From an optimization exercise on the open Yosys and OpenROAD flow, aimed at a short achievable clock period and few clock cycles; shortcuts taken in it are not production practice.
Only simulation tests tie the RTL to the original design; equivalence was not proved.
No activity file was given, so power comes from the tool's default toggle rates.

## v6
Design procsi_core, start of the top module:
module procsi_core (
    input  wire        clk,
    input  wire        rst,         
    output reg         mem_req,
    output reg         mem_we,
    output reg  [7:0]  mem_addr,
    output reg  [15:0] mem_wdata,
    input  wire [15:0] mem_rdata,
    output wire        halted,
    output wire        faulted,
    input  wire [3:0]  dbg_sel,
    output reg  [15:0] dbg_data
);
    localparam [16:0] MEMSIZE = 17'd256;
    localparam [1:0] RUN_READY   = 2'd0;
    localparam [1:0] RUN_HALTED  = 2'd1;
    localparam [1:0] RUN_FAULTED = 2'd2;
    localparam [3:0] F_INVALID_OPCODE = 4'd1;
    localparam [3:0] F_INVALID_MODE   = 4'd2;
    localparam [3:0] F_ILLEGAL_MODE   = 4'd3;
    localparam [3:0] F_MEM_RANGE      = 4'd4;
    localparam [3:0] F_STACK_OVER     = 4'd6;
    localparam [3:0] F_STACK_UNDER    = 4'd7;
    localparam [5:0] OP_LOAD  = 6'd0,  OP_STORE = 6'd1,  OP_ADD  = 6'd2,
                     OP_SUB   = 6'd3,  OP_AND   = 6'd4,  OP_OR   = 6'd5,
                     OP_SHL   = 6'd6,  OP_SHR   = 6'd7,  OP_JMP  = 6'd8,
                     OP_JEQ   = 6'd9,  OP_CALL  = 6'd10, OP_RET  = 6'd11,
                     OP_PUSH  = 6'd12, OP_POP   = 6'd13, OP_MOV  = 6'd14,
                     OP_HALT  = 6'd15;
    localparam [1:0] K_REG = 2'd0, K_IMM = 2'd1, K_DIR = 2'd2, K_IND = 2'd3;
    localparam [4:0] S_FETCH    = 5'd0,
                     S_DECODE   = 5'd1,
                     S_DST      = 5'd2,
  ...
clock: 10.0 ns
lec_check: 0
abc_clock_period_in_ps: 4000
cap_margin: 20
core_margin: 2
core_utilization: 40
place_density: 0.6
setup_slack_margin: 4.0
slew_margin: 20
tns_end_percent: 100
run.sh (not shown) runs the stock make flow with config.mk's settings and CLKGATE_MAP_FILE= SYNTH_SCRIPT=/design/flow/synth_recipe.tcl, a recipe that flattens the netlist after the stock synthesis.
Testbench counts of v6, summed over its fixed seeds: cycles 227,655.
Edits applied to the flow inputs when going from v6 to v7:
--- a/flow/design.v
+++ b/flow/design.v
@@ -134,19 +134,36 @@
             fault_code_n = code;
             fault_pc_n   = pc;
             fault_word_n = ir;
             state_n      = S_STOP;
         end
     endtask
+    task automatic advance_nf(input [16:0] npc);
+        begin
+            pc_n = npc[15:0];
+            if (npc >= MEMSIZE) begin
+                run_n         = RUN_HALTED;
+                halt_reason_n = 1'b1;
+                state_n       = S_STOP;
+            end else begin
+                state_n = S_FETCH;
+            end
+        end
+    endtask
     task automatic advance(input [16:0] npc);
         begin
             pc_n = npc[15:0];
             if (npc >= MEMSIZE) begin
                 run_n         = RUN_HALTED;
                 halt_reason_n = 1'b1;
                 state_n       = S_STOP;
+            end else if (!mem_req) begin
+                p_n      = npc[15:0];
+                mem_req  = 1'b1;
+                mem_addr = npc[7:0];
+                state_n  = S_DECODE;
             end else begin
                 state_n = S_FETCH;
             end
         end
     endtask
     reg [15:0] x_n [0:7];
@@ -469,13 +486,13 @@
                 if (cnt == 3'd4)
                     state_n = S_RET_WB;
                 else
                     cnt_n = cnt - 3'd1;
             end
             S_RET_WB: begin
-                advance({1'b0, mem_rdata} + 17'd1);
+                advance_nf({1'b0, mem_rdata} + 17'd1);
             end
             default: begin  
                 state_n = S_STOP;
             end
         endcase
     end
Changes observed in v7 relative to v6: multi-input gate share of the layout cell area higher; area of all placed cells without fillers higher; wire length higher; global-route usage higher; count of non-filler cells in the finished layout higher.
Die boundary height was lower in the run labelled v6.
Of the two values seen for worst-path cell with the longest stage delay, sky130_fd_sc_hd__nor3_1 was produced by v7 and sky130_fd_sc_hd__or3_4 by v6.
Going from v6 to v7, worst hold margin shrinks by 0.012 ns.
A leading power group of combinational logic is what v7 shows, while the clock network belongs to v6.
Of v6 and v7, the run reporting the lower final worst-path setup slack was v7.
v6 → v7: part of the total power dissipated in combinational logic now sits higher, hold violation total from the final report level, non-clock buffer count went up 8, detailed route wirelength on metal3 has increased.
Of the two values seen for source of the critical timing path, ir[2] was produced by v7 and ir[13] by v6.
Testbench counts of v7, summed over its fixed seeds: cycles 200,563.

[static timing again, ports no longer ideal]
How much do the figures lean on ideal ports? The routed layouts below were timed once more, with nothing changed but the port constraints. Step 1 (the two cells are an assumption about what drives the block):
set clk [get_ports {clk}]
set_driving_cell -lib_cell sky130_fd_sc_hd__clkbuf_16 $clk
set_driving_cell -lib_cell sky130_fd_sc_hd__buf_2 [delete_from_list [all_inputs] $clk]
Step 2 adds t to the input delays and takes it off the output delays; t is the mean of the earliest and latest rising clock arrival at the registers after step 1. Input paths then give back, and output paths get back, about the clock's delay inside the block. a / b / c = no drivers / after step 1 / after step 2; a / b = the first two.
run	t (ns)	setup slack, ns	clock arrival spread, ns
v6	0.664	3.730 / 3.662 / 3.614	0.027 / 0.028
v7	0.658	3.249 / 3.158 / 3.158	0.031 / 0.032
After both steps setup and hold are still met in every run listed. The setup slack of v6, which loses most, moves by -0.068 ns with the drivers and by -0.116 ns with both steps.
